Context: an optimization exercise on an open-source flow, tuned for small area, a short achievable clock period and few clock cycles per item. The choices shown serve that exercise and are no tape-out recipe. In this exercise RTL edits were held to simulation tests only and were not proved equivalent to the original. Power is estimated from default activity; no workload was simulated.

**flow/design.v**
```verilog
module hpd_pd_engine (
    input  wire         clk,
    input  wire         rst,
    input  wire         ht_we,
    input  wire [3:0]   ht_idx,
    input  wire         ht_valid,
    input  wire [3:0]   ht_len,
    input  wire [11:0]  ht_pat,
    input  wire [7:0]   ht_code,
    input  wire [7:0]   ltidx,
    input  wire         cmd_valid,
    input  wire [1:0]   cmd_op,
    output wire         cmd_ready,
    input  wire         in_valid,
    input  wire [7:0]   in_data,
    input  wire         in_last,
    output reg          in_ready,
    output wire         done,
    output reg          pvalid,
    output reg          hdr,
    output reg  [4:0]   err_code,
    output reg  [15:0]  err_ptr,
    output reg  [15:0]  bitptr,
    output reg          inchain,
    output reg  [3:0]   ccount,
    output reg  [15:0]  pcount,
    output reg  [15:0]  derrcnt,
    output wire [511:0] acc
);
    localparam NSLOT = 64;
    localparam C     = 33;       
    localparam OP_INIT = 2'd0;
    localparam OP_STEP = 2'd1;
    localparam E_NONE       = 5'h00;
    localparam E_HUF_SHORT  = 5'h01;
    localparam E_HUF_LONG   = 5'h02;
    localparam E_SIGN_BAD   = 5'h03;
    localparam E_SIGN_SHORT = 5'h04;
    localparam E_PD_RANGE   = 5'h06;
    localparam E_PD_HDR_LEN = 5'h07;
    localparam E_CFG_LTIDX  = 5'h12;
    localparam S_CLR  = 3'd0;    
    localparam S_IDLE = 3'd1;
    localparam S_MARK = 3'd2;    
    localparam S_HDR  = 3'd3;
    localparam S_CONT = 3'd4;
    localparam S_FIN  = 3'd5;    
    localparam S_DONE = 3'd6;
    reg  [15:0]  tkv;
    reg  [3:0]   tl  [0:15];
    reg  [11:0]  tp  [0:15];
    reg  [7:0]   tc  [0:15];
    reg  [7:0]   acc_r [0:NSLOT-1];
    reg  [7:0]   sav   [0:NSLOT-1];
    reg  [2:0]   state;
    reg  [7:0]   stc;        
    reg  [15:0]  cnt;        
    reg  [6:0]   sl1;        
    reg  [C-1:0] bb;         
    reg  [5:0]   avail;      
    reg          last_seen;
    reg          rflag;      
    reg          eadj;       
    reg  [4:0]   eoff;
    reg          v2;
    reg          neg2;
    reg          big2;
    reg  [3:0]   c1_2;
    reg  [15:0]  ml2_2;      
    reg  [4:0]   n2;
    assign cmd_ready = (state == S_IDLE);
    assign done      = (state == S_DONE);
    genvar g;
    generate
        for (g = 0; g < NSLOT; g = g + 1) begin : g_acc
            assign acc[8*g +: 8] = acc_r[g];
        end
    endgenerate
    reg  [11:0]  tm [0:15];
    integer j, jb;
    always @(*) begin
        for (j = 0; j < 16; j = j + 1)
            for (jb = 0; jb < 12; jb = jb + 1)
                tm[j][11-jb] = (tl[j] > jb);
    end
    function [3:0] zcount;       
        input [12:1] H;
        begin
            zcount[3] = ~H[8];
            zcount[2] = ~H[4] & H[8];
            zcount[1] = (~H[2] & H[4]) | (~H[6] & H[8]) | (~H[10] & H[12]);
            zcount[0] = (~H[1] & H[2]) | (~H[3] & H[4]) | (~H[5] & H[6]) |
                        (~H[7] & H[8]) | (~H[9] & H[10]) | (~H[11] & H[12]);
        end
    endfunction
    reg  [11:0]  w1, w2;
    reg  [15:0]  m1, m2, ml1, ml2;
    reg  [12:1]  H1, H2;
    reg  [7:0]   code1;
    reg          seen1;
    integer      k, n, k2, n2i, n3, n4;
    always @(*) begin
        for (k = 0; k < 16; k = k + 1)
            m1[k] = tkv[k] & (((w1 ^ tp[k]) & tm[k]) == 12'd0);
        for (n = 1; n <= 11; n = n + 1) begin
            H1[n] = 1'b0;
            for (k = 0; k < 16; k = k + 1)
                H1[n] = H1[n] | (m1[k] & ~tm[k][11-n]);
        end
        H1[12] = |m1;
        for (k = 0; k < 16; k = k + 1) begin
            ml1[k] = m1[k];
            for (n = 1; n <= 11; n = n + 1)
                ml1[k] = ml1[k] & ~(H1[n] & tm[k][11-n]);
        end
        seen1 = 1'b0;
        code1 = 8'd0;
        for (k = 0; k < 16; k = k + 1) begin
            code1 = code1 | ({8{ml1[k] & ~seen1}} & tc[k]);
            seen1 = seen1 | ml1[k];
        end
    end
    always @(*) begin
        for (k2 = 0; k2 < 16; k2 = k2 + 1)
            m2[k2] = tkv[k2] & (((w2 ^ tp[k2]) & tm[k2]) == 12'd0);
        for (n2i = 1; n2i <= 11; n2i = n2i + 1) begin
            H2[n2i] = 1'b0;
            for (k2 = 0; k2 < 16; k2 = k2 + 1)
                H2[n2i] = H2[n2i] | (m2[k2] & ~tm[k2][11-n2i]);
        end
        H2[12] = |m2;
        for (k2 = 0; k2 < 16; k2 = k2 + 1) begin
            ml2[k2] = m2[k2];
            for (n2i = 1; n2i <= 11; n2i = n2i + 1)
                ml2[k2] = ml2[k2] & ~(H2[n2i] & tm[k2][11-n2i]);
        end
    end
    wire         in_fire = in_valid & in_ready;
    wire         act1   = (state == S_CONT) & ~sl1[6];
    wire         bin    = in_fire & act1;
    wire         fin    = last_seen;
    wire         a2     = (avail >= 6'd2);
    wire         sbad   = bb[C-1];
    wire         neg1   = bb[C-2];
    wire [5:0]   r1     = avail - 6'd2;      
    always @(*) w1 = bb[C-3 -: 12];
    wire [3:0]   z1     = zcount(H1);        
    wire         any1   = H1[12];
    reg          fit1;                       
    always @(*) begin
        fit1 = any1 & (r1 >= 6'd12);
        for (n3 = 1; n3 <= 11; n3 = n3 + 1)
            fit1 = fit1 | (H1[n3] & (r1 == n3));
    end
    wire         long1  = ~any1 & (r1 >= 6'd12);
    wire [12:1]  F1     = H1 & ~{H1[11:1], 1'b0};   
    integer      n5;
    always @(*) begin
        w2 = 12'd0;
        for (n5 = 1; n5 <= 12; n5 = n5 + 1)
            w2 = w2 | ({12{F1[n5]}} & bb[C-3-n5 -: 12]);
    end
    wire [3:0]   z2     = zcount(H2);
    wire         any2   = H2[12];
    wire [5:0]   r2     = r1 - 6'd1 - {2'b00, z1};   
    reg          fit2;
    always @(*) begin
        fit2 = any2 & (r2 >= 6'd12);
        for (n4 = 1; n4 <= 11; n4 = n4 + 1)
            fit2 = fit2 | (H2[n4] & (r2 == n4));
    end
    wire         long2  = ~any2 & (r2 >= 6'd12);
    wire [4:0]   nslot  = {1'b0, z1} + {1'b0, z2} + 5'd4;
    wire [C-1:0] ins0   = bin ? ({in_data, {(C-8){1'b0}}} >> avail) : {C{1'b0}};
    wire [C-1:0] bbi    = bb | ins0;
    wire [C-1:0] bbc    = (bbi << 4) << z1 << z2;
    wire [5:0]   avc    = r2 - 6'd1 + (bin ? 6'd8 : 6'd0) - {2'b00, z2};
    wire [5:0]   av0    = avail + (bin ? 6'd8 : 6'd0);
    reg          e1;
    reg  [4:0]   e1code;
    reg  [4:0]   e1off;
    reg          cons;
    always @(*) begin
        e1     = 1'b0;
        e1code = E_SIGN_SHORT;
        e1off  = 5'd0;
        cons   = 1'b0;
        if (!a2) begin
            e1     = fin;
        end else if (sbad) begin
            e1     = 1'b1;
            e1code = E_SIGN_BAD;
        end else if (!fit1) begin
            e1     = long1 | fin;
            e1code = long1 ? E_HUF_LONG : E_HUF_SHORT;
            e1off  = 5'd2;
        end else if (!fit2) begin
            e1     = long2 | fin;
            e1code = long2 ? E_HUF_LONG : E_HUF_SHORT;
            e1off  = {1'b0, z1} + 5'd3;
        end else begin
            cons   = 1'b1;
        end
        e1   = e1 & act1;
        cons = cons & act1;
    end
    wire [7:0]   old    = acc_r[0];
    reg  [7:0]   c2_2;
    reg          seen2;
    integer      k3;
    always @(*) begin
        seen2 = 1'b0;
        c2_2  = 8'd0;
        for (k3 = 0; k3 < 16; k3 = k3 + 1) begin
            c2_2  = c2_2 | ({8{ml2_2[k3] & ~seen2}} & tc[k3]);
            seen2 = seen2 | ml2_2[k3];
        end
    end
    wire [4:0]   magh   = {1'b0, c1_2} + {1'b0, c2_2[7:4]};
    wire [7:0]   mag    = {magh[3:0], c2_2[3:0]};
    wire [8:0]   sum9   = neg2 ? ({1'b0, old} - {1'b0, mag})
                               : ({1'b0, old} + {1'b0, mag});
    wire         ok2    = ~big2 & ~magh[4] & ~sum9[8];
    wire         rdone   = ~rflag | (stc == 8'd0) | stc[7];
    wire         step    = (state == S_CLR) |
                           ((state == S_HDR) & in_fire & ~stc[6]) |
                           ((state == S_CONT) & v2 & ok2) |
                           ((state == S_FIN) & ~rdone);
    reg  [7:0]   a_in;
    always @(*) begin
        case (state)
            S_CLR:   a_in = 8'd0;
            S_HDR:   a_in = in_data;
            S_CONT:  a_in = sum9[7:0];
            default: a_in = stc[6] ? sav[0] : acc_r[0];
        endcase
    end
    integer i;
    always @(posedge clk) begin
        if (step) begin
            for (i = 0; i < NSLOT - 1; i = i + 1) begin
                acc_r[i] <= acc_r[i+1];
                sav[i]   <= sav[i+1];
            end
            acc_r[NSLOT-1] <= a_in;
            sav[NSLOT-1]   <= acc_r[0];
        end
    end
    always @(posedge clk) begin
        if (rst) begin
            tkv <= 16'd0;
        end else if (ht_we && state == S_IDLE) begin
            tkv[ht_idx] <= ht_valid && ht_len != 4'd0 && ht_len <= 4'd12;
            tl[ht_idx]  <= ht_len;
            tp[ht_idx]  <= ht_pat << (4'd12 - ht_len);
            tc[ht_idx]  <= ht_code;
        end
    end
    always @(*) begin
        case (state)
            S_IDLE:  in_ready = cmd_valid && cmd_op == OP_STEP;
            S_MARK,
            S_HDR:   in_ready = 1'b1;
            S_CONT:  in_ready = ~last_seen & (sl1[6] | (avail <= C - 8));
            S_FIN:   in_ready = ~last_seen;
            default: in_ready = 1'b0;
        endcase
    end
    wire [7:0]  marker_hdr = 8'hAA + ltidx;
    wire        mark_now   = ((state == S_IDLE) & cmd_valid & (cmd_op == OP_STEP) &
                              (ltidx <= 8'h55) & in_valid) |
                             ((state == S_MARK) & in_valid);
    wire        last_now   = in_fire & in_last;
    wire [15:0] cnt_add    = cnt + ((state == S_HDR) ? 16'd1 : {11'd0, n2});
    task automatic fail;
        input [4:0]  code;
        input [15:0] ptr;
        begin
            err_code <= code;
            err_ptr  <= ptr;
            inchain  <= 1'b0;
            ccount   <= 4'd0;
            derrcnt  <= derrcnt + 16'd1;
        end
    endtask
    always @(posedge clk) begin
        if (rst) begin
            state     <= S_CLR;
            stc       <= 8'd0;
            last_seen <= 1'b0;
            rflag     <= 1'b0;
            eadj      <= 1'b0;
            v2        <= 1'b0;
            pvalid    <= 1'b0;
            hdr       <= 1'b0;
            err_code  <= E_NONE;
            err_ptr   <= 16'd0;
            bitptr    <= 16'd0;
            inchain   <= 1'b0;
            ccount    <= 4'd0;
            pcount    <= 16'd0;
            derrcnt   <= 16'd0;
        end else begin
            if (step)
                stc <= stc + 8'd1;
            if (last_now)
                last_seen <= 1'b1;
            case (state)
                S_CLR: begin
                    if (stc == 8'd63)
                        state <= S_IDLE;
                end
                S_IDLE: begin
                    stc       <= 8'd0;
                    last_seen <= last_now;
                    rflag     <= 1'b0;
                    eadj      <= 1'b0;
                    if (cmd_valid) begin
                        err_code <= E_NONE;
                        err_ptr  <= 16'd0;
                        case (cmd_op)
                            OP_INIT: begin
                                inchain <= 1'b0;
                                ccount  <= 4'd0;
                                pvalid  <= 1'b0;
                                hdr     <= 1'b0;
                                pcount  <= 16'd0;
                                state   <= S_DONE;
                            end
                            OP_STEP: begin
                                pvalid <= 1'b0;
                                hdr    <= 1'b0;
                                if (ltidx > 8'h55) begin
                                    err_code  <= E_CFG_LTIDX;
                                    err_ptr   <= {8'd0, ltidx};
                                    state     <= last_now ? S_DONE : S_FIN;
                                end else if (!in_valid) begin
                                    state <= S_MARK;
                                end
                            end
                            default: begin  
                                inchain <= 1'b0;
                                ccount  <= 4'd0;
                                pvalid  <= 1'b0;
                                hdr     <= 1'b0;
                                state   <= S_DONE;
                            end
                        endcase
                    end
                end
                S_HDR: begin
                    if (in_fire) begin
                        if (cnt != 16'hFFFF)
                            cnt <= cnt_add;
                        if (in_last) begin
                            if (cnt == 16'd63) begin
                                inchain <= 1'b1;
                                ccount  <= 4'd0;
                                pvalid  <= 1'b1;
                                pcount  <= pcount + 16'd1;
                                state   <= S_DONE;
                            end else begin
                                fail(E_PD_HDR_LEN, (cnt == 16'hFFFF) ? 16'hFFFF : cnt_add);
                                rflag <= 1'b1;
                                state <= S_FIN;
                            end
                        end
                    end
                end
                S_CONT: begin
                    if (cons) begin
                        bb    <= bbc;
                        avail <= avc;
                        sl1   <= sl1 + 7'd1;
                    end else begin
                        bb    <= bbi;
                        avail <= av0;
                    end
                    v2   <= cons;
                    neg2 <= neg1;
                    big2 <= |code1[7:4];
                    c1_2 <= code1[3:0];
                    ml2_2 <= ml2;
                    n2   <= nslot;
                    if (v2 && !ok2) begin
                        fail(E_PD_RANGE, cnt);
                        rflag <= 1'b1;
                        state <= S_FIN;
                    end else begin
                        if (v2)
                            cnt <= cnt_add;
                        if (v2 && stc == 8'd63) begin
                            bitptr  <= cnt_add;
                            ccount  <= ccount + 4'd1;
                            if (ccount == 4'd8)
                                inchain <= 1'b0;
                            pvalid  <= 1'b1;
                            pcount  <= pcount + 16'd1;
                            state   <= (last_seen | last_now) ? S_DONE : S_FIN;
                        end else if (e1) begin
                            fail(e1code, 16'd0);
                            eadj  <= 1'b1;
                            eoff  <= e1off;
                            rflag <= 1'b1;
                            state <= S_FIN;
                        end
                    end
                end
                S_FIN: begin
                    if (eadj) begin
                        err_ptr <= cnt + {11'd0, eoff};
                        eadj    <= 1'b0;
                    end
                    if (rdone && (last_seen || last_now))
                        state <= S_DONE;
                end
                S_DONE: begin
                    state <= S_IDLE;
                end
                default: begin  
                end
            endcase
            if (mark_now) begin
                if (in_data == marker_hdr) begin
                    hdr <= 1'b1;
                    cnt <= 16'd0;
                    if (in_last) begin
                        fail(E_PD_HDR_LEN, 16'd0);
                        state <= S_DONE;
                    end else begin
                        state <= S_HDR;
                    end
                end else if (inchain) begin
                    bb    <= {C{1'b0}};
                    avail <= 6'd0;
                    cnt   <= 16'd0;
                    sl1   <= 7'd0;
                    v2    <= 1'b0;
                    state <= S_CONT;
                end else begin
                    state <= in_last ? S_DONE : S_FIN;
                end
            end
        end
    end
endmodule
```
**flow/run.sh**
```bash
#!/bin/bash
# synth_recipe.tcl (not shown) runs the flow's synth.tcl, then flattens the netlist and writes it again
# the make line also repeats each setting of config.mk as NAME=value (left out here)
make -C /OpenROAD-flow-scripts/flow DESIGN_CONFIG=/design/flow/config.mk WORK_HOME=/design/flow/orfs CLKGATE_MAP_FILE= SYNTH_SCRIPT=/design/flow/synth_recipe.tcl finish
```
**flow/config.mk**
```make
export PLATFORM = sky130hd
export DESIGN_NAME = hpd_pd_engine
export DESIGN_NICKNAME = hpd_pd_engine
export VERILOG_FILES = /design/flow/design.v
export SDC_FILE = /design/flow/constraint.sdc
export NUM_CORES = 4
export LEC_CHECK = 0
export CAP_MARGIN = 20
export CORE_MARGIN = 2
export CORE_UTILIZATION = 40
export SLEW_MARGIN = 20
```
**flow/constraint.sdc**
```tcl
create_clock -name core_clock -period 12.0 [get_ports {clk}]
set_input_delay 2.4000 -clock core_clock [delete_from_list [all_inputs] [get_ports {clk}]]
set_output_delay 2.4000 -clock core_clock [all_outputs]
set_load 0.01 [all_outputs]
```
==> results of run 1 <==
state kept, by name, indices dropped and copies added, names as in the netlist, 6 cells and up:
name,cells
tkv,16
tl,64
pcount,16
err_ptr,16
bb,33
tc,128
cnt,16
avail,6
sav,512
tp,192
sl1,7
derrcnt,16
ml2_2,16
stc,8
acc_r,512
bitptr,16
cells by family (layout without fill, tap and decap cells):
| group | after synthesis | in the layout |
|---|---|---|
| muxes | 124 | 124 |
| xor gates and xnor gates | 411 | 411 |
| buffers and inverters | 478 | 1696 |
| other | 1 | 9 |
| AOI/OAI and AO/OA | 1641 | 1641 |
| and+or+nand+nor | 1714 | 1714 |
| adders and majority gates | 71 | 71 |
| DFF | 1609 | 1609 |
final timing paths:
path                                           start                    to  slack (ps)  cells past startpoint
worst max-delay path                bb[21]$_DFFE_PN_      bb[26]$_DFFE_PN_          80                     31
worst min-delay path            sav[39][6]$_DFFE_PP_  sav[38][6]$_DFFE_PP_         370                      0
worst max register to register      bb[21]$_DFFE_PN_      bb[26]$_DFFE_PN_          80                     31
worst min register to register  sav[39][6]$_DFFE_PP_  sav[38][6]$_DFFE_PP_         370                      0
routing by layer:
metal	share of wire	up-vias	global-route usage
li1	-	25780	-
met1	0.39	31160	0.4806
met2	0.44	4005	0.5751
met3	0.088	1046	0.08460
met4	0.083	14	0.2551
met5	0.00023	-	0
stage by stage:
stage          setup slack, ps   TNS, ps  cell area (µm²)  std cells  hold slack [ps]
6_report                 84.34         0            94680       9770            371.2
5_1_grt                  375.9         0            94660       9763            367.6
4_1_cts                  991.4         0            94650       9761            357.1
3_5_place_dp              1102         0            89200       9460            404.5
3_3_place_gp            -13.73    -13.73            89160       9458            401.3
2_1_floorplan            -8852  -9086080            75570       6049            400.3
synth_stat cells, types with 107 or more instances:
cell type,number
o21ai_0,271
inv_1,122
dfxtp_1,107
edfxtp_1,1502
a21oi_1,321
nor3_1,150
nand3_1,114
nand2_1,444
xnor2_1,203
o22ai_1,121
xor2_1,208
nor2_1,444
clkbuf_1,229
final cells by class:
| class | count | area [µm²] |
|---|---|---|
| fill | 16270 | 92930 |
| antenna | 8 | 20.02 |
| multi-input combinational | 3962 | 26710 |
| tap | 2495 | 3122 |
| clock inverter | 97 | 1179 |
| timing repair buffer | 1265 | 11640 |
| clock buffer | 204 | 4274 |
| sequential | 1609 | 47250 |
| inverter | 130 | 494.2 |
power groups by stage:
stage / clock [µW] / sequential (µW) / combinational (µW)
CTS: 5290 / 10000 / 4160
global route: 5500 / 10200 / 4360
global placement: 0 / 10000 / 4140
floorplan: 0 / 10900 / 990
detailed placement: 0 / 10100 / 4160
finish: 5180 / 10000 / 4130
worst reg2reg max path: cells and delay by family, from the launching register on:
family,cells,cell delay [ps]
AO/OA/AOI/OAI,11,4340
AND/OR/NAND/NOR,8,3600
buffers and inverters,10,2340
flip-flops,1,990
XOR/XNOR,2,270
cells in the final DEF (no fill, tap or decap), drive strengths merged, types with 64 or more instances in the layout:
| master | n |
|---|---|
| buf | 625 |
| clkinv | 77 |
| xor2 | 208 |
| dfxtp | 107 |
| or3 | 64 |
| nand4 | 78 |
| a21oi | 322 |
| mux2i | 96 |
| xnor2 | 203 |
| inv | 130 |
| edfxtp | 1502 |
| a211oi | 70 |
| nand3 | 117 |
| nand2 | 451 |
| nor3 | 155 |
| a22oi | 87 |
| clkdlybuf4s50 | 639 |
| o22ai | 121 |
| clkbuf | 205 |
| nor2 | 448 |
| o21ai | 281 |
| a221oi | 73 |
==> summary.md, run 1 <==
| Metric | Value |
|---|---|
| DRT Pass-1 Iters | `8` |
| Number of antenna violations at the first check in global routing | `36` |
| H-tree depth | `4` |
| Synth Area in XOR/XNOR | `0.04770` |
| Outcome | `timing/DRC/antenna clean` |
| Max-Cap Viols | `0` |
| Largest net degree at the start of global routing | `~130` |
| Hold Fails Final Rpt | `0` |
| Final Cycle Share | `0.9930` |
| Syn Nets | `between 6000 and 7000` |
| Routed Wire Length | `about 370 mm` |
| CTS tree | `built` |
| Synth cell types | `119` |
| Largest family of logic cells by synthesized area | `compound AO/OA/AOI/OAI gates` |
| Final setup violation count | `0` |
| Drc violations | `0` |
| Max Clk Rate | `between 80 and 90 MHz` |
| Num CTS Buffers | `roughly 160` |
| Post-synthesis mux area share | `0.01810` |
| WP data arrival | `12380 ps` |
| Ranking of synthesized cells by area | `edfxtp_1 (60%), dfxtp_1 (2.8%), xor2_1 (2.4%), xnor2_1 (2.4%), nand2_1 (2.2%)` |
| Total global routing overflow | `0` |
| Sequential area share after synthesis | `0.6260` |
| Die X | `~440 µm` |
| Crit path launch type | `flop` |
| Tmin final | `roughly 12000 ps` |
| I/O pins | `644` |
| Leading area contributor after synthesis | `edfxtp_1` |
| First-pass GRT wire length | `around 500 mm` |
| Clock latency (worst-skew pair) | `approximately 860 ps` |
| Max VDD drop | `0.2471 mV` |
| Cts repair resizes | `0` |
| Clk pin slew, worst setup/hold paths | `60 ps` |
| DR vias/cell | `roughly 6.3` |
| CTS Root Cell | `clkbuf_16` |
| Crit path buf inv count | `10` |
| DR iter-0 viols | `around 8500` |
| Clk pwr share | `0.268` |
| CP delay by family, top | `compound AO/OA/AOI/OAI gates` |
| Core ar. | `between 150000 and 200000 µm²` |
| Final #Nets | `~7300` |
| Post-CTS Setup Inserts | `0` |
| Tot Pwr | `roughly 19000 µW` |
| Mean post-synth cell area | `roughly 12 µm²` |
| Initial Util | `0.4023` |
| Via count | `slightly above 60000` |
| Leak Pwr | `around 0.034 µW` |
| Routability cong. | `between 1 and 1.5` |
| Share of power burned in registers | `0.518` |
| Hpwl dp | `between 200 and 300 mm` |
| Compound-gate portion of the synthesized area | `0.1545` |
| Final slew viol count | `0` |
| Total GRT Usage | `0.3773` |
| CTS max path bufs | `3` |
| Register bit count reported by yosys | `1609` |
| Number of synthesized flops with an enable pin | `between 1500 and 2000` |
| CP Capture Type | `flop` |
| Synth Instances | `between 6000 and 7000` |
| Worst-case clock skew | `81.23 ps` |
| Crit path max-delay cell type | `nor2_2` |
| Post-synthesis adder-cell area fraction | `0.01257` |
| RSZ-0062 raised after global routing | `false` |
| HP Class | `flop to flop` |
| CP required | `12460 ps` |
| Switching Share | `0.2879` |
| Cts hold-fix bufs | `0` |
| Final core utilization | `0.5047` |
| Synthesized area | `75470 µm²` |
| Clock sinks | `roughly 1600` |
| Top FF cell, synth | `edfxtp_1` |
| Async set or reset register ratio after synthesis | `0` |
| Routed Antenna Nets | `0` |
| Measured slew at the worst slew-check pin | `~1300 ps` |
| WL per Instance | `about 38 µm` |
| Synth Warn # | `4` |
| Power Density | `approximately 200 nW/µm²` |
| Sw Pwr | `between 5000 and 6000 µW` |
| Largest stage delay, worst path | `about 1000 ps` |
| P_int | `13760 µW` |
| Rows | `between 150 and 200` |
| Layout area overhead | `25.44%` |
| Die Area | `about 190000 µm²` |
| Die height | `between 400 and 500 µm` |
| Port Buf Inserts | `643` |
| Simple-Gate Fraction of Synth Area | `0.1138` |
| Logic pwr share | `0.214` |
| Area share of the largest cell type after synthesis | `0.5976` |
| Relative slew slack | `0.09310` |
| Vias in the first global route | `between 50000 and 60000` |
| Share of cells above drive strength 1 | `0.1501` |
| Critical Path Most Common Cell | `buf_4` |
| Crit Path Category | `flop to flop` |
| Worst-path fanout max | `9` |
Testbench counts, summed over its fixed seeds: cycles 69,122, packets 968.
==> inputs of run 2 (changes only) <==
--- a/flow/config.mk
+++ b/flow/config.mk
@@ -8,4 +8,5 @@
 export CAP_MARGIN = 20
 export CORE_MARGIN = 2
 export CORE_UTILIZATION = 40
+export SETUP_SLACK_MARGIN = 3
 export SLEW_MARGIN = 20
==> run 2 against run 1 <==
- power up 0.39%
- sequential power barely moved
- hold slack better by 0.75 ps
- critical path depth increased by 3
- combinational power grew 2%
- wire length up 1.3%
- highest routed layer unchanged
- synthesized cell count unchanged
- fmax increased by 31%
- cell count increased by 2.8%
==> summary.md, run 2 <==
| Metric | Value |
|---|---|
| Outcome | `timing/DRC/antenna clean` |
| Worst-case clock skew | `80.53 ps` |
| Initial Util | `0.4023` |
| Post-synth top cells | `edfxtp_1 (1502), nand2_1 (444), nor2_1 (444), a21oi_1 (321), o21ai_0 (271)` |
| Sequential area share after synthesis | `0.6260` |
| H-tree depth | `4` |
| Routed Wire Length | `roughly 380 mm` |
| Worst-path fanout max | `13` |
| Rows | `between 150 and 200` |
| I/O pins | `644` |
| Switching Share | `0.2887` |
| DR iter-0 viols | `just over 8000` |
| Measured slew at the worst slew-check pin | `1257 ps` |
| HP Class | `flop to flop` |
| R2r setup slk | `between 2000 and 3000 ps` |
| WP data arrival | `between 9000 and 10000 ps` |
| Max Clk Rate | `between 100 and 150 MHz` |
| Top Registers | `acc_r x512, sav x512, tp x192` |
| Clk pwr share | `0.268` |
| Synth Warn # | `4` |
| Leading area contributor after synthesis | `edfxtp_1` |
| Critical Path Sink | `bb[26]$_DFFE_PN_` |
| Logic pwr share | `0.217` |
| Hpwl dp | `between 200 and 300 mm` |
| Routability cong. | `1.124` |
| CP Capture Type | `flop` |
| Port Buf Inserts | `643` |
| Max VDD drop | `0.2474 mV` |
| Worst flop-to-flop path endpoint | `bb[26]$_DFFE_PN_` |
| Final slew viol count | `0` |
| DR vias/cell | `approximately 6.3` |
| Largest stage delay, worst path | `approximately 800 ps` |
| First-pass GRT wire length | `503.0 mm` |
| Tmin final | `9087 ps` |
| Most frequent cells in the layout | `edfxtp_1 (1502), buf_4 (799), clkdlybuf4s50_1 (639)` |
| Register bit count reported by yosys | `about 1600` |
| Die X | `between 400 and 500 µm` |
| Crit path launch type | `flop` |
| Tot Pwr | `between 15000 and 20000 µW` |
| Power Density | `a little under 200 nW/µm²` |
| Mean post-synth cell area | `between 10 and 15 µm²` |
| Share of power burned in registers | `0.515` |
| Relative slew slack | `0.1503` |
| Hold Fails Final Rpt | `0` |
| Share of cells above drive strength 1 | `0.2060` |
| Area share of the largest cell type after synthesis | `0.5976` |
| CTS tree | `built` |
| Cts hold-fix bufs | `0` |
| P_int | `about 14000 µW` |
| Crit path max-delay cell type | `nor4_1` |
| RSZ-0062 raised after global routing | `true` |
| Ranking of synthesized cells by area | `edfxtp_1 (60%), dfxtp_1 (2.8%), xor2_1 (2.4%), xnor2_1 (2.4%), nand2_1 (2.2%)` |
| Core ar. | `between 150000 and 200000 µm²` |
| Place WS | `roughly 1100 ps` |
| DRT Pass-1 Iters | `9` |
| Final #Nets | `~7500` |
| Top FF cell, synth | `edfxtp_1` |
| Synth Instances | `roughly 6000` |
| Clock latency (worst-skew pair) | `a little under 900 ps` |
| CP required | `approximately 13000 ps` |
| Leading cell type in the layout, fill and taps excluded | `edfxtp_1` |
| Max-Cap Viols | `0` |
| Critical Path Most Common Cell | `buf_4` |
| Layout area overhead | `30.32%` |
| Number of synthesized flops with an enable pin | `between 1500 and 2000` |
| WL per Instance | `~38 µm` |
| Drc violations | `0` |
| Leak Pwr | `0.03578 µW` |
| Routed Antenna Nets | `0` |
| Number of antenna violations at the first check in global routing | `46` |
| Vias in the first global route | `59630` |
| Total GRT Usage | `0.3805` |
| Critical R2R Launch | `bb[21]$_DFFE_PN_` |
| Synth cell types | `119` |
| # fillers | `~16000` |
| CTS Root Cell | `clkbuf_16` |
| Syn Nets | `just over 6000` |
| Final setup violation count | `0` |
| Clk pin slew, worst setup/hold paths | `roughly 70 ps` |
| Synthesized area | `around 75000 µm²` |
| Post-route setup slack | `2913 ps` |
| Total global routing overflow | `0` |
| Crit Path Category | `flop to flop` |
| Clock sinks | `approximately 1600` |
| Final Cycle Share | `0.7572` |
| Die height | `about 440 µm` |
| Setup TNS Final | `0 ps` |
| Via count | `63260` |
| R2R cell count | `34` |
| Crit path launch | `bb[21]$_DFFE_PN_` |
| CTS max path bufs | `3` |
| Num CTS Buffers | `164` |
| Final core utilization | `0.5243` |
| Sw Pwr | `5601 µW` |
| Largest net degree at the start of global routing | `133` |
| Count leader, synth | `edfxtp_1` |
| Async set or reset register ratio after synthesis | `0` |
| Die Area | `between 150000 and 200000 µm²` |
-- run 2: worst min path at each step --
stage | from | end | slack (ps) | cells past startpoint
detailed placement | sav[19][4]$_DFFE_PP_ | sav[18][4]$_DFFE_PP_ | 400 | 0
CTS | acc_r[36][6]$_DFFE_PP_ | acc_r[35][6]$_DFFE_PP_ | 360 | 0
floorplan | sav[1][0]$_DFFE_PP_ | sav[0][0]$_DFFE_PP_ | 400 | 0
finish | sav[39][6]$_DFFE_PP_ | sav[38][6]$_DFFE_PP_ | 370 | 0
global route | sav[47][1]$_DFFE_PP_ | sav[46][1]$_DFFE_PP_ | 370 | 0
global placement | sav[44][1]$_DFFE_PP_ | sav[43][1]$_DFFE_PP_ | 400 | 0
-- run 2: power groups by stage --
stage	Sequential, µW	Clock (µW)	Combinational [µW]
CTS	10000	5290	4220
floorplan	10900	0	990
detailed placement	10100	0	4160
finish	9990	5190	4210
global route	10200	5500	4430
global placement	10000	0	4140
-- run 2: final cells by class --
type	instances	area (µm²)	area share
sequential	1609	47250	0.4803
timing repair buffer	1532	13960	0.1420
inverter	130	498.0	0.005063
antenna	11	27.53	0.0002799
multi-input combinational	3962	28050	0.2851
tap	2495	3122	0.03174
clock inverter	97	1179	0.01198
clock buffer	204	4274	0.04345
timing repair inverter	1	5.005	0.00005088
-- run 2: per-layer routing --
metal | vias to the layer above | GRT usage | part of all wire
li1 | 26330 | - | -
met1 | 31600 | 0.4803 | 0.38
met2 | 4113 | 0.5790 | 0.44
met3 | 1192 | 0.08903 | 0.093
met4 | 26 | 0.2637 | 0.087
met5 | - | 0 | 0.00041
-- run 2: what timing repair did --
item / in CTS / in global routing
setup buffers: 150 / 115
resized for setup: 159 / 159
pin swaps: 24 / 50
setup endpoints to repair: 1155 / 883
cloned: 1 / 3
-- run 2: kinds of logic (layout without fill, tap and decap cells) --
kind of cell,after synthesis,in the layout,share of synthesized area
and+or+nand+nor,1714,1714,0.1138
xor gates and xnor gates,411,411,0.04770
DFF,1609,1609,0.6260
AOI/OAI and AO/OA,1641,1641,0.1545
buffers and inverters,478,1964,0.02724
muxes,124,124,0.01810
other,1,12,0.00004969
adders and majority gates,71,71,0.01257
-- run 2: through the flow --
stage / cell area, µm² / std cells / hold slack [ps]
after floorplan: 75570 / 6049 / 400.3
after global placement: 89160 / 9458 / 401.3
after detailed placement: 89200 / 9460 / 404.5
after CTS: 96670 / 9912 / 357.1
after global routing: 98330 / 10030 / 367.6
final: 98360 / 10040 / 372.0
-- run 2: critical path, delay by kind of cell, from the launching register on --
family | cells | cell delay [ps]
flops | 1 | 380
xor+xnor | 2 | 340
compound gates | 11 | 2830
buf+inv | 13 | 2680
simple gates | 8 | 2440
==> inputs of run 3 (changes only) <==
--- a/flow/design.v
+++ b/flow/design.v
@@ -58,16 +58,21 @@
     reg  [6:0]   sl1;        
     reg  [C-1:0] bb;         
     reg  [5:0]   avail;      
+    reg  [13:0]  bbn;        
     reg          last_seen;
     reg          rflag;      
     reg          eadj;       
+    reg  [4:0]   ecode;
     reg  [4:0]   eoff;
     reg          v2;
     reg          neg2;
     reg          big2;
     reg  [3:0]   c1_2;
-    reg  [15:0]  ml2_2;      
-    reg  [4:0]   n2;
+    reg  [15:0]  m2_2;       
+    reg  [11:1]  H2_2;       
+    reg          e1r;        
+    reg  [3:0]   z1_2;
+    reg  [3:0]   z2_2;
     assign cmd_ready = (state == S_IDLE);
     assign done      = (state == S_DONE);
     genvar g;
@@ -94,14 +99,14 @@
         end
     endfunction
     reg  [11:0]  w1, w2;
-    reg  [15:0]  m1, m2, ml1, ml2;
+    reg  [15:0]  m1, m2, ml1, ml2_2;
     reg  [12:1]  H1, H2;
     reg  [7:0]   code1;
     reg          seen1;
     integer      k, n, k2, n2i, n3, n4;
     always @(*) begin
         for (k = 0; k < 16; k = k + 1)
-            m1[k] = tkv[k] & (((w1 ^ tp[k]) & tm[k]) == 12'd0);
+            m1[k] = tkv[k] & (((w1 ^ ~tp[k]) & tm[k]) == 12'd0);
         for (n = 1; n <= 11; n = n + 1) begin
             H1[n] = 1'b0;
             for (k = 0; k < 16; k = k + 1)
@@ -129,21 +134,16 @@
                 H2[n2i] = H2[n2i] | (m2[k2] & ~tm[k2][11-n2i]);
         end
         H2[12] = |m2;
-        for (k2 = 0; k2 < 16; k2 = k2 + 1) begin
-            ml2[k2] = m2[k2];
-            for (n2i = 1; n2i <= 11; n2i = n2i + 1)
-                ml2[k2] = ml2[k2] & ~(H2[n2i] & tm[k2][11-n2i]);
-        end
     end
     wire         in_fire = in_valid & in_ready;
-    wire         act1   = (state == S_CONT) & ~sl1[6];
+    wire         act1   = (state == S_CONT) & ~sl1[6] & ~e1r;
     wire         bin    = in_fire & act1;
     wire         fin    = last_seen;
     wire         a2     = (avail >= 6'd2);
-    wire         sbad   = bb[C-1];
-    wire         neg1   = bb[C-2];
+    wire         sbad   = ~bbn[13];
+    wire         neg1   = ~bbn[12];
     wire [5:0]   r1     = avail - 6'd2;      
-    always @(*) w1 = bb[C-3 -: 12];
+    always @(*) w1 = bbn[11:0];
     wire [3:0]   z1     = zcount(H1);        
     wire         any1   = H1[12];
     reg          fit1;                       
@@ -170,11 +170,22 @@
             fit2 = fit2 | (H2[n4] & (r2 == n4));
     end
     wire         long2  = ~any2 & (r2 >= 6'd12);
-    wire [4:0]   nslot  = {1'b0, z1} + {1'b0, z2} + 5'd4;
     wire [C-1:0] ins0   = bin ? ({in_data, {(C-8){1'b0}}} >> avail) : {C{1'b0}};
     wire [C-1:0] bbi    = bb | ins0;
-    wire [C-1:0] bbc    = (bbi << 4) << z1 << z2;
-    wire [5:0]   avc    = r2 - 6'd1 + (bin ? 6'd8 : 6'd0) - {2'b00, z2};
+    wire [12:1]  F2     = H2 & ~{H2[11:1], 1'b0};   
+    wire [C-1:0] bx1    = (bbi << 3) << z1;
+    wire [5:0]   avb    = r2 + (bin ? 6'd8 : 6'd0);
+    reg  [C-1:0] bbc;
+    reg  [5:0]   avc;
+    integer      n6;
+    always @(*) begin
+        bbc = {C{1'b0}};
+        avc = 6'd0;
+        for (n6 = 1; n6 <= 12; n6 = n6 + 1) begin
+            bbc = bbc | ({C{F2[n6]}} & (bx1 << n6));
+            avc = avc | ({6{F2[n6]}} & (avb - n6));
+        end
+    end
     wire [5:0]   av0    = avail + (bin ? 6'd8 : 6'd0);
     reg          e1;
     reg  [4:0]   e1code;
@@ -207,8 +218,13 @@
     wire [7:0]   old    = acc_r[0];
     reg  [7:0]   c2_2;
     reg          seen2;
-    integer      k3;
+    integer      k3, n7;
     always @(*) begin
+        for (k3 = 0; k3 < 16; k3 = k3 + 1) begin
+            ml2_2[k3] = m2_2[k3];
+            for (n7 = 1; n7 <= 11; n7 = n7 + 1)
+                ml2_2[k3] = ml2_2[k3] & ~(H2_2[n7] & tm[k3][11-n7]);
+        end
         seen2 = 1'b0;
         c2_2  = 8'd0;
         for (k3 = 0; k3 < 16; k3 = k3 + 1) begin
@@ -271,7 +287,8 @@
                               (ltidx <= 8'h55) & in_valid) |
                              ((state == S_MARK) & in_valid);
     wire        last_now   = in_fire & in_last;
-    wire [15:0] cnt_add    = cnt + ((state == S_HDR) ? 16'd1 : {11'd0, n2});
+    wire [15:0] cnt_add    = cnt + ((state == S_HDR) ? 16'd1 :
+                                    ({12'd0, z1_2} + {12'd0, z2_2} + 16'd4));
     task automatic fail;
         input [4:0]  code;
         input [15:0] ptr;
@@ -370,20 +387,29 @@
                 S_CONT: begin
                     if (cons) begin
                         bb    <= bbc;
+                        bbn   <= ~bbc[C-1 -: 14];
                         avail <= avc;
                         sl1   <= sl1 + 7'd1;
                     end else begin
                         bb    <= bbi;
+                        bbn   <= ~bbi[C-1 -: 14];
                         avail <= av0;
                     end
                     v2   <= cons;
                     neg2 <= neg1;
                     big2 <= |code1[7:4];
                     c1_2 <= code1[3:0];
-                    ml2_2 <= ml2;
-                    n2   <= nslot;
+                    m2_2 <= m2;
+                    H2_2 <= H2[11:1];
+                    z1_2 <= z1;
+                    z2_2 <= z2;
+                    if (!e1r) begin
+                        ecode <= (v2 && !ok2) ? E_PD_RANGE : e1code;
+                        eoff  <= (v2 && !ok2) ? 5'd0 : e1off;
+                    end
+                    e1r <= e1;
                     if (v2 && !ok2) begin
-                        fail(E_PD_RANGE, cnt);
+                        eadj  <= 1'b1;
                         rflag <= 1'b1;
                         state <= S_FIN;
                     end else begin
@@ -397,10 +423,8 @@
                             pvalid  <= 1'b1;
                             pcount  <= pcount + 16'd1;
                             state   <= (last_seen | last_now) ? S_DONE : S_FIN;
-                        end else if (e1) begin
-                            fail(e1code, 16'd0);
+                        end else if (e1r) begin
                             eadj  <= 1'b1;
-                            eoff  <= e1off;
                             rflag <= 1'b1;
                             state <= S_FIN;
                         end
@@ -408,8 +432,8 @@
                 end
                 S_FIN: begin
                     if (eadj) begin
-                        err_ptr <= cnt + {11'd0, eoff};
-                        eadj    <= 1'b0;
+                        fail(ecode, cnt + {11'd0, eoff});
+                        eadj <= 1'b0;
                     end
                     if (rdone && (last_seen || last_now))
                         state <= S_DONE;
@@ -432,10 +456,12 @@
                     end
                 end else if (inchain) begin
                     bb    <= {C{1'b0}};
+                    bbn   <= 14'h3FFF;
                     avail <= 6'd0;
                     cnt   <= 16'd0;
                     sl1   <= 7'd0;
                     v2    <= 1'b0;
+                    e1r   <= 1'b0;
                     state <= S_CONT;
                 end else begin
                     state <= in_last ? S_DONE : S_FIN;
--- a/flow/config.mk
+++ b/flow/config.mk
@@ -7,6 +7,7 @@
 export LEC_CHECK = 0
 export CAP_MARGIN = 20
 export CORE_MARGIN = 2
-export CORE_UTILIZATION = 40
-export SETUP_SLACK_MARGIN = 3
+export CORE_UTILIZATION = 55
+export PLACE_DENSITY = 0.65
+export SETUP_SLACK_MARGIN = 4
 export SLEW_MARGIN = 20
==> run 3 against run 2 <==
- the flow now stops in global routing
- synthesized area increased by 3.1%
- synthesized cell count rose by 3.4%
==> summary.md, run 3 <==
| Metric | Value |
|---|---|
| Outcome | `stopped before the end` |
| Stopped at | `global routing` |
| First Error | `[ERROR GRT-0232] Routing congestion too high. Check the congestion heatmap in the GUI.` |
| Routability cong. | `between 1 and 1.5` |
| Async set or reset register ratio after synthesis | `0` |
| Initial Util | `0.5518` |
| I/O pins | `around 640` |
| Port Buf Inserts | `between 600 and 700` |
| Syn Nets | `between 6000 and 7000` |
| Total GRT Usage | `0.5664` |
| Post-synth top cells | `edfxtp_1 (1534), nand2_1 (473), nor2_1 (425), a21oi_1 (322), o21ai_0 (231)` |
| Num CTS Buffers | `163` |
| Clock sinks | `approximately 1600` |
| Synth cell types | `between 100 and 150` |
| Count leader, synth | `edfxtp_1` |
| Hpwl dp | `265.4 mm` |
| Rows | `around 140` |
| Die X | `around 380 µm` |
| Cts hold-fix bufs | `0` |
| Synth Warn # | `4` |
| Synth Instances | `around 6300` |
| Largest net degree at the start of global routing | `between 150 and 200` |
| Area share of the largest cell type after synthesis | `0.5917` |
| Ranking of synthesized cells by area | `edfxtp_1 (59%), dfxtp_1 (2.8%), xnor2_1 (2.6%), xor2_1 (2.4%), nand2_1 (2.3%)` |
| CTS max path bufs | `3` |
| Placed cells | `around 8800` |
| Sequential area share after synthesis | `0.6193` |
| Top FF cell, synth | `edfxtp_1` |
| Mean post-synth cell area | `approximately 12 µm²` |
| Leading area contributor after synthesis | `edfxtp_1` |
| Total global routing overflow | `1` |
| Synthesized area | `77840 µm²` |
| Register bit count reported by yosys | `between 1500 and 2000` |
| Die height | `~380 µm` |
| Number of synthesized flops with an enable pin | `between 1500 and 2000` |
| CTS Root Cell | `clkbuf_16` |
| H-tree depth | `4` |
## run 3: changes by cell type after synthesis, moves of 32 or more
cell,before,now
buf_2,57,91
a22oi_1,87,119
o21ai_0,271,231
o2111ai_1,42,81
edfxtp_1,1502,1534
## run 3: kinds of logic after synthesis
logic type,Yosys count,synth area share
other cells,1,0.00004817
fa+ha+maj,91,0.01492
buf+inv,534,0.03012
xor+xnor,441,0.04971
simple gates,1756,0.1147
compound gates,1702,0.1587
mux,89,0.01257
flops,1641,0.6193
## run 3: per-layer routing
layer / GRT usage / overflow
met1: 0.6389 / 0
met2: 0.7727 / 0
met3: 0.3267 / 0
met4: 0.4468 / 1
met5: 0.07804 / 0
## run 3: stage by stage
stage / util / power [µW] / hold WS [ps] / instance area (µm²) / setup slack, ps
after floorplan: - / 13110 / 400.3 / 78090 / -12640
after global placement: 0.6296 / 14940 / 401.9 / 88810 / 1470
after detailed placement: 0.6300 / 15300 / 404.5 / 88870 / 1652
after CTS: 0.6948 / 21030 / 397.3 / 98020 / 3994
## run 3: power by group through the flow
stage	registers, µW	logic [µW]	clock network [µW]
floorplan	11700	1390	0
global placement	10400	4540	0
detailed placement	10600	4680	0
CTS	10700	4860	5460
## run 3: how the worst max path moves through the flow
stage | to | cells past startpoint
2_1_floorplan | stc[4]$_SDFFE_PP0P_ | 30
3_5_place_dp | bb[24]$_DFFE_PN_ | 28
4_1_cts | bb[24]$_DFFE_PN_ | 29
3_3_place_gp | bb[24]$_DFFE_PN_ | 28
## run 3: repair_timing
action,4_1_cts
buffers inserted,209
gates resized for setup,347
gates cloned,3
pin swaps,60
endpoints found under the setup margin,1174
Testbench counts of run 3, summed over its fixed seeds: cycles 69,122, packets 968.
==> inputs of run 4 (changes only) <==
--- a/flow/config.mk
+++ b/flow/config.mk
@@ -7,7 +7,8 @@
 export LEC_CHECK = 0
 export CAP_MARGIN = 20
 export CORE_MARGIN = 2
-export CORE_UTILIZATION = 55
-export PLACE_DENSITY = 0.65
+export CORE_UTILIZATION = 40
+export CTS_CLUSTER_DIAMETER = 100
+export CTS_CLUSTER_SIZE = 30
 export SETUP_SLACK_MARGIN = 4
 export SLEW_MARGIN = 20
==> run 4 against run 3 <==
- now clean on timing, DRC and antenna
- synthesized cell count did not move
- synthesized area did not move
==> summary.md, run 4 <==
| Metric | Value |
|---|---|
| Outcome | `timing/DRC/antenna clean` |
| Final Cycle Share | `0.6849` |
| Post-synth top cells | `edfxtp_1 (1534), nand2_1 (473), nor2_1 (425), a21oi_1 (322), o21ai_0 (231)` |
| Crit Path Category | `flop to flop` |
| Final #Nets | `just under 8000` |
| Largest stage delay, worst path | `700 ps` |
| # fillers | `around 17000` |
| Synth Warn # | `4` |
| Via count | `about 68000` |
| Die height | `about 450 µm` |
| Top Registers | `acc_r x512, sav x512, tp x192` |
| Total global routing overflow | `0` |
| Max VDD drop | `0.1550 mV` |
| Die Area | `198200 µm²` |
| Port Buf Inserts | `around 640` |
| DP Area | `roughly 91000 µm²` |
| Leading area contributor after synthesis | `edfxtp_1` |
| Routed Wire Length | `roughly 410 mm` |
| Synthesized area | `77840 µm²` |
| Leading cell type in the layout, fill and taps excluded | `edfxtp_1` |
| Number of synthesized flops with an enable pin | `1534` |
| Critical Path Most Common Cell | `buf_4` |
| WP data arrival | `8760 ps` |
| Register bit count reported by yosys | `around 1600` |
| CTS Root Cell | `clkbuf_16` |
| Relative slew slack | `0.1419` |
| Hold Fails Final Rpt | `0` |
| Area share of the largest cell type after synthesis | `0.5917` |
| Leak Pwr | `around 0.036 µW` |
| Final slew viol count | `0` |
| Synth cell types | `133` |
| Max-Cap Viols | `0` |
| Vias in the first global route | `between 60000 and 70000` |
| DR iter-0 viols | `10390` |
| Worst-path fanout max | `11` |
| CTS tree | `built` |
| Post-route cell area | `101700 µm²` |
| Measured slew at the worst slew-check pin | `roughly 1300 ps` |
| CTS max path bufs | `3` |
| Drc violations | `0` |
| Num CTS Buffers | `85` |
| Share of cells above drive strength 1 | `0.2320` |
| Initial Util | `0.4034` |
| Clock sinks | `around 1600` |
| Clk pin slew, worst setup/hold paths | `approximately 120 ps` |
| RSZ-0062 raised after global routing | `true` |
| Setup TNS Final | `0 ps` |
| First-pass GRT wire length | `between 500 and 600 mm` |
| Routed Antenna Nets | `0` |
| Most frequent cells in the layout | `edfxtp_1 (1534), buf_4 (815), clkdlybuf4s50_1 (639)` |
| Async set or reset register ratio after synthesis | `0` |
| Top FF cell, synth | `edfxtp_1` |
| Largest net degree at the start of global routing | `between 100 and 150` |
| Synth Instances | `about 6300` |
| Storage element area | `between 40000 and 50000 µm²` |
| Tmin final | `roughly 8200 ps` |
| Clock latency (worst-skew pair) | `approximately 800 ps` |
| DRT Pass-1 Iters | `9` |
| CP required | `12540 ps` |
| Layout area overhead | `30.65%` |
| Core ar. | `~190000 µm²` |
| CP Capture Type | `flop` |
| Count leader, synth | `edfxtp_1` |
| Hpwl dp | `about 300 mm` |
| HP Class | `flop to flop` |
| Rows | `between 150 and 200` |
| WL per Instance | `roughly 40 µm` |
| I/O pins | `644` |
| Mean post-synth cell area | `12.45 µm²` |
| Final setup violation count | `0` |
| Routability cong. | `1.105` |
| Final core utilization | `0.5270` |
| Multi-input logic area | `slightly above 30000 µm²` |
| Syn Nets | `about 6400` |
| Die X | `between 400 and 500 µm` |
| Crit path max-delay cell type | `edfxtp_1` |
| Number of antenna violations at the first check in global routing | `38` |
| Ranking of synthesized cells by area | `edfxtp_1 (59%), dfxtp_1 (2.8%), xnor2_1 (2.6%), xor2_1 (2.4%), nand2_1 (2.3%)` |
| Power Density | `~190 nW/µm²` |
| H-tree depth | `3` |
| Crit path launch type | `flop` |
| Worst-case clock skew | `62.96 ps` |
| Sequential area share after synthesis | `0.6193` |
| R2r setup slk | `approximately 3800 ps` |
| Total GRT Usage | `0.3957` |
| DR vias/cell | `~6.6` |
| Max Clk Rate | `between 100 and 150 MHz` |
[run 4: through the flow]
step	setup slack [ps]	hold slack, ps	cells	power (µW)
after floorplan	-12640	400.3	6255	13110
after global placement	1953	400.3	9608	15330
after detailed placement	2048	404.5	9612	15400
after CTS	3973	406.5	10040	19130
after global routing	3830	419.1	10220	19850
final	3781	412.0	10240	19210
[run 4: path summary, 6_finish.rpt]
| check | from | endpoint | depth (start not counted) |
|---|---|---|---|
| max | tl[7][0]$_DFFE_PP_ | bb[29]$_DFFE_PN_ | 31 |
| min reg2reg | sav[34][0]$_DFFE_PP_ | sav[33][0]$_DFFE_PP_ | 0 |
| min | sav[34][0]$_DFFE_PP_ | sav[33][0]$_DFFE_PP_ | 0 |
| max reg2reg | tl[7][0]$_DFFE_PP_ | bb[29]$_DFFE_PN_ | 31 |
[run 4: final cells by class]
| type | count | share of cell area |
|---|---|---|
| Multi-Input combinational cell | 4081 | 0.3027 |
| Sequential cell | 1641 | 0.4740 |
| Tap cell | 2526 | 0.03108 |
| Clock inverter | 42 | 0.007000 |
| Antenna cell | 23 | 0.0005659 |
| Timing Repair Buffer | 1653 | 0.1563 |
| Clock buffer | 114 | 0.02229 |
| Inverter | 157 | 0.006040 |
[run 4: cell families (layout without fill, tap and decap cells)]
group,Yosys count,after routing,share of synthesized area
XOR/XNOR,441,441,0.04971
buffers and inverters,534,1966,0.03012
flip-flops,1641,1641,0.6193
AO/OA/AOI/OAI,1702,1702,0.1587
multiplexers,89,89,0.01257
AND/OR/NAND/NOR,1756,1757,0.1147
adder cells (fa/ha/maj),91,91,0.01492
other,1,24,0.00004817
[run 4: per-layer routing]
layer,track usage,part of all wire
met4,0.2369,0.077
met5,0,0.00078
met1,0.5241,0.39
met2,0.5625,0.41
met3,0.1300,0.12
[run 4: worst max-delay path: cells and delay by family, from the launching register on]
kind	cells	cell delay [ps]
DFF	1	700
AOI/OAI and AO/OA	8	1780
muxes	1	370
buffers and inverters	10	1790
and+or+nand+nor	12	3240
[run 4: repair_timing]
action / in CTS / in global routing
resized for setup: 313 / 363
hold buffers: 0 / 0
setup endpoints to repair: 1177 / 1128
setup buffers: 274 / 160
pin swaps: 61 / 142
cloned: 1 / 11
[run 4: power by group]
group,leakage [µW],internal [µW],switching [µW]
logic,0.0188,2200,3000
clock network,0.00141,1460,2140
registers,0.0160,9280,1130
==> inputs of run 5 (changes only) <==
--- a/flow/config.mk
+++ b/flow/config.mk
@@ -8,7 +8,5 @@
 export CAP_MARGIN = 20
 export CORE_MARGIN = 2
 export CORE_UTILIZATION = 40
-export CTS_CLUSTER_DIAMETER = 100
-export CTS_CLUSTER_SIZE = 30
 export SETUP_SLACK_MARGIN = 4
 export SLEW_MARGIN = 20
==> run 5 against run 4 <==
- synthesized area did not move
- core utilization rose by 1.9 points
- wire length rose by 0.91%
- largest power group unchanged
- critical path type unchanged
- via count rose by 0.97%
- fmax barely moved
- still clean
- power rose by 10%
- critical endpoint unchanged
==> summary.md, run 5 <==
| Metric | Value |
|---|---|
| DR iter-0 viols | `between 10000 and 15000` |
| Critical Path Most Common Cell | `buf_4` |
| Final slew viol count | `0` |
| Layout area overhead | `35.33%` |
| Clock latency (worst-skew pair) | `870 ps` |
| Drc violations | `0` |
| I/O pins | `between 600 and 700` |
| Clock sinks | `roughly 1600` |
| Final #Nets | `between 7000 and 8000` |
| Outcome | `timing/DRC/antenna clean` |
| Top Registers | `acc_r x512, sav x512, tp x192` |
| Port Buf Inserts | `about 640` |
| Largest net degree at the start of global routing | `~140` |
| Crit Path Category | `flop to flop` |
| Total global routing overflow | `0` |
| Placed cells | `9612` |
| Synth Warn # | `4` |
| RSZ-0062 raised after global routing | `true` |
| Hold Fails Final Rpt | `0` |
| Rows | `~160` |
| DRT Pass-1 Iters | `19` |
| Setup TNS Final | `0 ps` |
| Most frequent cells in the layout | `edfxtp_1 (1534), buf_4 (845), clkdlybuf4s50_1 (639)` |
| H-tree depth | `4` |
| Total GRT Usage | `0.3985` |
| Final Hold Slack | `approximately 390 ps` |
| Syn Nets | `between 6000 and 7000` |
| Leading area contributor after synthesis | `edfxtp_1` |
| Worst-path fanout max | `10` |
| Final setup violation count | `0` |
| HP Class | `flop to flop` |
| Tmin final | `about 8200 ps` |
| Post-synth top cells | `edfxtp_1 (1534), nand2_1 (473), nor2_1 (425), a21oi_1 (322), o21ai_0 (231)` |
| Num CTS Buffers | `174` |
| Tot Pwr | `21230 µW` |
| Leading cell type in the layout, fill and taps excluded | `edfxtp_1` |
| Mean post-synth cell area | `roughly 12 µm²` |
| Crit path launch type | `flop` |
| Routed Antenna Nets | `0` |
| Sequential area share after synthesis | `0.6193` |
| Die X | `approximately 450 µm` |
| CP Capture Type | `flop` |
| Final Cycle Share | `0.6844` |
| Power Density | `slightly above 200 nW/µm²` |
| Routability cong. | `1.105` |
| Via count | `between 60000 and 70000` |
| Initial Util | `0.4034` |
| First-pass GRT wire length | `between 500 and 600 mm` |
| Die height | `~450 µm` |
| Register bit count reported by yosys | `1641` |
| CP required | `between 10000 and 15000 ps` |
| Routed Wire Length | `a little over 400 mm` |
| Max-Cap Viols | `0` |
| Max VDD drop | `around 0.17 mV` |
| Async set or reset register ratio after synthesis | `0` |
| Max Clk Rate | `121.8 MHz` |
| Share of cells above drive strength 1 | `0.2488` |
| Synth cell types | `133` |
| CTS max path bufs | `3` |
| Ranking of synthesized cells by area | `edfxtp_1 (59%), dfxtp_1 (2.8%), xnor2_1 (2.6%), xor2_1 (2.4%), nand2_1 (2.3%)` |
| Die Area | `a little under 200000 µm²` |
| Synthesized area | `a little under 80000 µm²` |
| Cts hold-fix bufs | `0` |
| Synth Instances | `about 6300` |
| Worst-case clock skew | `55.79 ps` |
| Core ar. | `193000 µm²` |
| Measured slew at the worst slew-check pin | `~1300 ps` |
| Area share of the largest cell type after synthesis | `0.5917` |
| Leak Pwr | `approximately 0.038 µW` |
| WP data arrival | `between 8000 and 9000 ps` |
| Largest stage delay, worst path | `between 700 and 800 ps` |
| Count leader, synth | `edfxtp_1` |
| Place WS | `a little over 2000 ps` |
| Relative slew slack | `0.1250` |
| DR vias/cell | `between 6 and 7` |
| Non-filler instance count after layout | `10450` |
| Vias in the first global route | `61860` |
| Top FF cell, synth | `edfxtp_1` |
| CTS Root Cell | `clkbuf_16` |
| Post-route setup slack | `about 3800 ps` |
| Crit path max-delay cell type | `nand4_1` |
| Hpwl dp | `about 300 mm` |
| CTS tree | `built` |
| WL per Instance | `39.76 µm` |
| Clk pin slew, worst setup/hold paths | `roughly 60 ps` |
| Number of antenna violations at the first check in global routing | `34` |
| Number of synthesized flops with an enable pin | `approximately 1500` |
==> run 5: per-stage QoR <==
step,utilization,instance area [µm²]
4_1_cts,0.5247,101300
3_3_place_gp,0.4719,91060
2_1_floorplan,-,78090
3_5_place_dp,0.4725,91180
6_report,0.5459,105300
5_1_grt,0.5458,105300
==> run 5: critical path, delay by kind of cell (launching register included) <==
| kind | cells | cell delay, ps |
|---|---|---|
| AOI/OAI and AO/OA | 7 | 2580 |
| and+or+nand+nor | 9 | 2440 |
| buffers and inverters | 13 | 1920 |
| DFF | 1 | 490 |
| muxes | 1 | 370 |
| xor gates and xnor gates | 1 | 70 |
==> run 5: metal layers <==
layer,track usage,share of wire,vias to the layer above
met1,0.5246,0.39,34140
met5,0.003663,0.00090,-
met3,0.1343,0.12,1381
li1,-,-,27540
met2,0.5631,0.41,5080
met4,0.2475,0.080,22
==> run 5: cells by family after synthesis <==
logic type,after synthesis,share of synthesized area
fa+ha+maj,91,0.01492
mux,89,0.01257
other cells,1,0.00004817
buf+inv,534,0.03012
xor+xnor,441,0.04971
flops,1641,0.6193
compound gates,1702,0.1587
simple gates,1756,0.1147
==> run 5: area by class of cell <==
type / count / area [µm²]
Clock inverter: 110 / 1181
Antenna cell: 12 / 30.03
Fill cell: 16230 / 87630
Multi-Input combinational cell: 4080 / 30930
Tap cell: 2526 / 3161
Sequential cell: 1641 / 48210
Timing Repair Buffer: 1704 / 16570
Inverter: 157 / 616.8
Clock buffer: 217 / 4659
==> run 5: worst paths after layout <==
path	from	slack, ps	to	cells after the start
worst min-delay path	sav[47][5]$_DFFE_PP_	390	sav[46][5]$_DFFE_PP_	0
worst min register to register	sav[47][5]$_DFFE_PP_	390	sav[46][5]$_DFFE_PP_	0
worst max register to register	tl[6][2]$_DFFE_PP_	3790	bb[29]$_DFFE_PN_	31
worst max-delay path	tl[6][2]$_DFFE_PP_	3790	bb[29]$_DFFE_PN_	31
==> run 5: what timing repair did <==
action                                  in CTS  in global routing
resized for setup                          329                376
pin swaps                                   73                164
gates cloned                                 4                 13
setup buffers                              277                202
endpoints found under the setup margin    1177               1132
==> run 5: power by group <==
group          switching (µW)  internal [µW]
clock                    2450           3100
sequential               1140           9300
combinational            3010           2220
total                    6610          14600
==> inputs of run 6 (changes only) <==
--- a/flow/config.mk
+++ b/flow/config.mk
@@ -7,6 +7,6 @@
 export LEC_CHECK = 0
 export CAP_MARGIN = 20
 export CORE_MARGIN = 2
-export CORE_UTILIZATION = 40
+export CORE_UTILIZATION = 50
 export SETUP_SLACK_MARGIN = 4
 export SLEW_MARGIN = 20
==> run 6 against run 5 <==
- largest cell class unchanged
- hold slack lost 1.5 ps
- non-clock buffer count shrank 156
- die area shrank 20%
- highest routed layer unchanged
- largest power group unchanged
- sequential share of layout area grew 1.1 points
- critical endpoint is now bb[28]$_DFFE_PN_
- setup slack lost 130 ps
- synthesized cell count is the same
- still clean
- combinational power shrank 4.6%
- final area shrank 2.4%
- sequential power is essentially flat
- core utilization grew 12 points
- clock skew grew 20 ps
==> summary.md, run 6 <==
| Metric | Value |
|---|---|
| Final slew viol count | `0` |
| Total GRT Usage | `0.4563` |
| Power Density | `roughly 200 nW/µm²` |
| Drc violations | `0` |
| Leak Pwr | `around 0.037 µW` |
| Clk pin slew, worst setup/hold paths | `about 70 ps` |
| Initial Util | `0.5041` |
| Synth Area in XOR/XNOR | `0.04971` |
| Final #Nets | `a little under 8000` |
| HP Start | `sav[50][7]$_DFFE_PP_` |
| Register bit count reported by yosys | `about 1600` |
| Final Cycle Share | `0.6952` |
| Worst-case clock skew | `75.64 ps` |
| Max Clk Rate | `around 120 MHz` |
| CTS max path bufs | `3` |
| Hold Path Sink | `sav[49][7]$_DFFE_PP_` |
| R2R cell count | `32` |
| DR iter-0 viols | `roughly 14000` |
| CP required | `between 10000 and 15000 ps` |
| Max VDD drop | `about 0.23 mV` |
| Max-Cap Viols | `0` |
| Layout area overhead | `32.13%` |
| Hpwl dp | `about 260 mm` |
| Rows | `roughly 140` |
| Worst flop-to-flop path endpoint | `bb[28]$_DFFE_PN_` |
| Relative slew slack | `0.1429` |
| Share of cells above drive strength 1 | `0.2313` |
| Num CTS Buffers | `167` |
| Syn Nets | `around 6400` |
| Die X | `around 400 µm` |
| Setup TNS Final | `0 ps` |
| Top Registers | `acc_r x512, sav x512, tp x192` |
| Post-synthesis mux area share | `0.01257` |
| Clock latency (worst-skew pair) | `roughly 860 ps` |
| Count leader, synth | `edfxtp_1` |
| Critical R2R Launch | `tl[2][3]$_DFFE_PP_` |
| Top FF cell, synth | `edfxtp_1` |
| Post-synthesis adder-cell area fraction | `0.01492` |
| First-pass GRT wire length | `501.4 mm` |
| Post-route setup slack | `roughly 3700 ps` |
| Synth Warn # | `4` |
| Leading cell type in the layout, fill and taps excluded | `edfxtp_1` |
| RSZ-0062 raised after global routing | `true` |
| Compound-gate portion of the synthesized area | `0.1587` |
| Place WS | `~2100 ps` |
| Measured slew at the worst slew-check pin | `between 1000 and 1500 ps` |
| CP Capture Type | `flop` |
| Total global routing overflow | `0` |
| R2r setup slk | `roughly 3700 ps` |
| Synthesized area | `just under 80000 µm²` |
| Area share of the largest cell type after synthesis | `0.5917` |
| Crit path launch type | `flop` |
| Ranking of synthesized cells by area | `edfxtp_1 (59%), dfxtp_1 (2.8%), xnor2_1 (2.6%), xor2_1 (2.4%), nand2_1 (2.3%)` |
| I/O pins | `644` |
| Largest family of logic cells by synthesized area | `compound AO/OA/AOI/OAI gates` |
| Number of synthesized flops with an enable pin | `1534` |
| DRT Pass-1 Iters | `11` |
| Largest stage delay, worst path | `~670 ps` |
| Crit path max-delay cell type | `nor4_4` |
| HP Class | `flop to flop` |
| Largest net degree at the start of global routing | `220` |
| Synth Instances | `6255` |
| Mean post-synth cell area | `between 10 and 15 µm²` |
| Worst-path fanout max | `6` |
| CTS Root Cell | `clkbuf_16` |
| Synth cell types | `133` |
| Die Area | `158900 µm²` |
| Leading area contributor after synthesis | `edfxtp_1` |
| DR vias/cell | `between 7 and 8` |
| WP data arrival | `8920 ps` |
| Port Buf Inserts | `between 600 and 700` |
| Most frequent cells in the layout | `edfxtp_1 (1534), buf_4 (714), clkdlybuf4s50_1 (639)` |
| Vias in the first global route | `~63000` |
| Post-synth top cells | `edfxtp_1 (1534), nand2_1 (473), nor2_1 (425), a21oi_1 (322), o21ai_0 (231)` |
| Core ar. | `approximately 150000 µm²` |
| CTS tree | `built` |
| Final setup violation count | `0` |
| Routed Antenna Nets | `0` |
| Simple-Gate Fraction of Synth Area | `0.1147` |
| Crit Path Category | `flop to flop` |
| Tmin final | `between 8000 and 9000 ps` |
| H-tree depth | `4` |
| Routed Wire Length | `381.4 mm` |
| Async set or reset register ratio after synthesis | `0` |
| Outcome | `timing/DRC/antenna clean` |
| # fillers | `roughly 11000` |
| Sequential area share after synthesis | `0.6193` |
| Hold path depth | `0` |
| Critical Path Most Common Cell | `buf_6` |
| Hold Fails Final Rpt | `0` |
| Routability cong. | `around 1.2` |
| Clock sinks | `between 1500 and 2000` |
| Die height | `about 400 µm` |
| Number of antenna violations at the first check in global routing | `between 40 and 50` |
| Via count | `just under 70000` |
| WL per Instance | `just under 40 µm` |
run 6: cell counts after synthesis:
No cell type changed its count.
run 6: how the worst max path moves through the flow:
stage	startpoint	endpoint
floorplan	tl[4][2]$_DFFE_PP_	stc[4]$_SDFFE_PP0P_
global placement	tl[13][1]$_DFFE_PP_	bb[29]$_DFFE_PN_
detailed placement	tl[1][2]$_DFFE_PP_	bb[29]$_DFFE_PN_
CTS	bbn[1]$_DFFE_PN_	bb[29]$_DFFE_PN_
global route	tl[2][3]$_DFFE_PP_	bb[28]$_DFFE_PN_
finish	tl[2][3]$_DFFE_PP_	bb[28]$_DFFE_PN_
run 6: per-layer routing:
layer / GRT usage / part of all wire
met1: 0.5640 / 0.35
met2: 0.6446 / 0.41
met3: 0.1949 / 0.15
met4: 0.3122 / 0.092
met5: 0.01423 / 0.0010
run 6: cell families after synthesis:
kind of cell / after synthesis
AOI/OAI and AO/OA: 1702
xor gates and xnor gates: 441
adders and majority gates: 91
buffers and inverters: 534
DFF: 1641
muxes: 89
other: 1
and+or+nand+nor: 1756
run 6: what timing repair did:
item,CTS,global route
pin swaps,68,134
setup buffers,272,204
hold buffers,0,0
cloned,5,8
endpoints found under the setup margin,1163,940
gates resized for setup,342,373
run 6: report_power, final:
part	total, µW	internal (µW)	switching, µW
logic	5000	2100	2900
clock network	5330	2920	2410
registers	10500	9330	1170
run 6: layout make-up:
class / count / area, µm² / share of cell area
multi-input cells: 4080 / 30850 / 0.2999
diodes: 39 / 97.59 / 0.0009488
repair buffers: 1548 / 15000 / 0.1458
clock buffers: 203 / 4324 / 0.04204
clock inverters: 101 / 1207 / 0.01174
flip-flops and latches: 1641 / 48210 / 0.4687
well taps: 2044 / 2557 / 0.02486
inverters: 157 / 619.3 / 0.006021
run 6: metrics by stage:
stage	hold slack (ps)	utilization	power [µW]	cell area [µm²]	std cells
2_1_floorplan	400.3	-	13110	78090	6255
6_report	392.5	0.6661	20830	102900	9813
5_1_grt	391.4	0.6655	21410	102800	9777
4_1_cts	381.9	0.6397	20680	98780	9560
3_3_place_gp	400.9	0.5766	15020	89040	8978
3_5_place_dp	404.5	0.5769	15210	89070	8979
run 6: critical path: cells and delay by family (launching register included):
| kind | cells | cell delay, ps |
|---|---|---|
| AOI/OAI and AO/OA | 7 | 2140 |
| buffers and inverters | 10 | 1550 |
| muxes | 1 | 230 |
| and+or+nand+nor | 14 | 3670 |
| DFF | 1 | 430 |

[afterwards: timing with drivers on the ports]
Ports are ideal in the flow. The routed layouts listed here were re-timed in OpenROAD.
Step 1 (the two cells are an assumption about what drives the block):
set clk [get_ports {clk}]
set_driving_cell -lib_cell sky130_fd_sc_hd__clkbuf_16 $clk
set_driving_cell -lib_cell sky130_fd_sc_hd__buf_2 [delete_from_list [all_inputs] $clk]
Step 2 also shifts input and output timing later by t, the mid clock arrival at the registers, as if the neighbouring blocks saw the same clock.
a / b / c = ideal ports / drivers / drivers and shift; a / b = the first two.
run | t (ns) | setup slack, ns | hold WS [ns] | worst setup path at the end | worst register clock-pin slew, ns
run 1 | 0.914 | 0.084 / 0.084 / 0.084 | 0.371 / 0.371 / 0.371 | register to register | 0.07 / 0.07
run 2 | 0.925 | 2.913 / 2.913 / 2.913 | 0.372 / 0.372 / 0.372 | register to register | 0.07 / 0.07
run 4 | 0.867 | 3.781 / 3.781 / 3.688 | 0.412 / 0.412 / 0.412 | input to register | 0.12 / 0.12
run 5 | 0.937 | 3.787 / 3.787 / 3.484 | 0.394 / 0.394 / 0.394 | input to register | 0.08 / 0.08
run 6 | 0.919 | 3.658 / 3.658 / 3.658 | 0.392 / 0.392 / 0.392 | register to register | 0.08 / 0.08
After both steps every run listed still meets setup and hold. The setup slack of run 5, which loses most, moves by 0.000 ns with the drivers and by -0.303 ns with both steps.
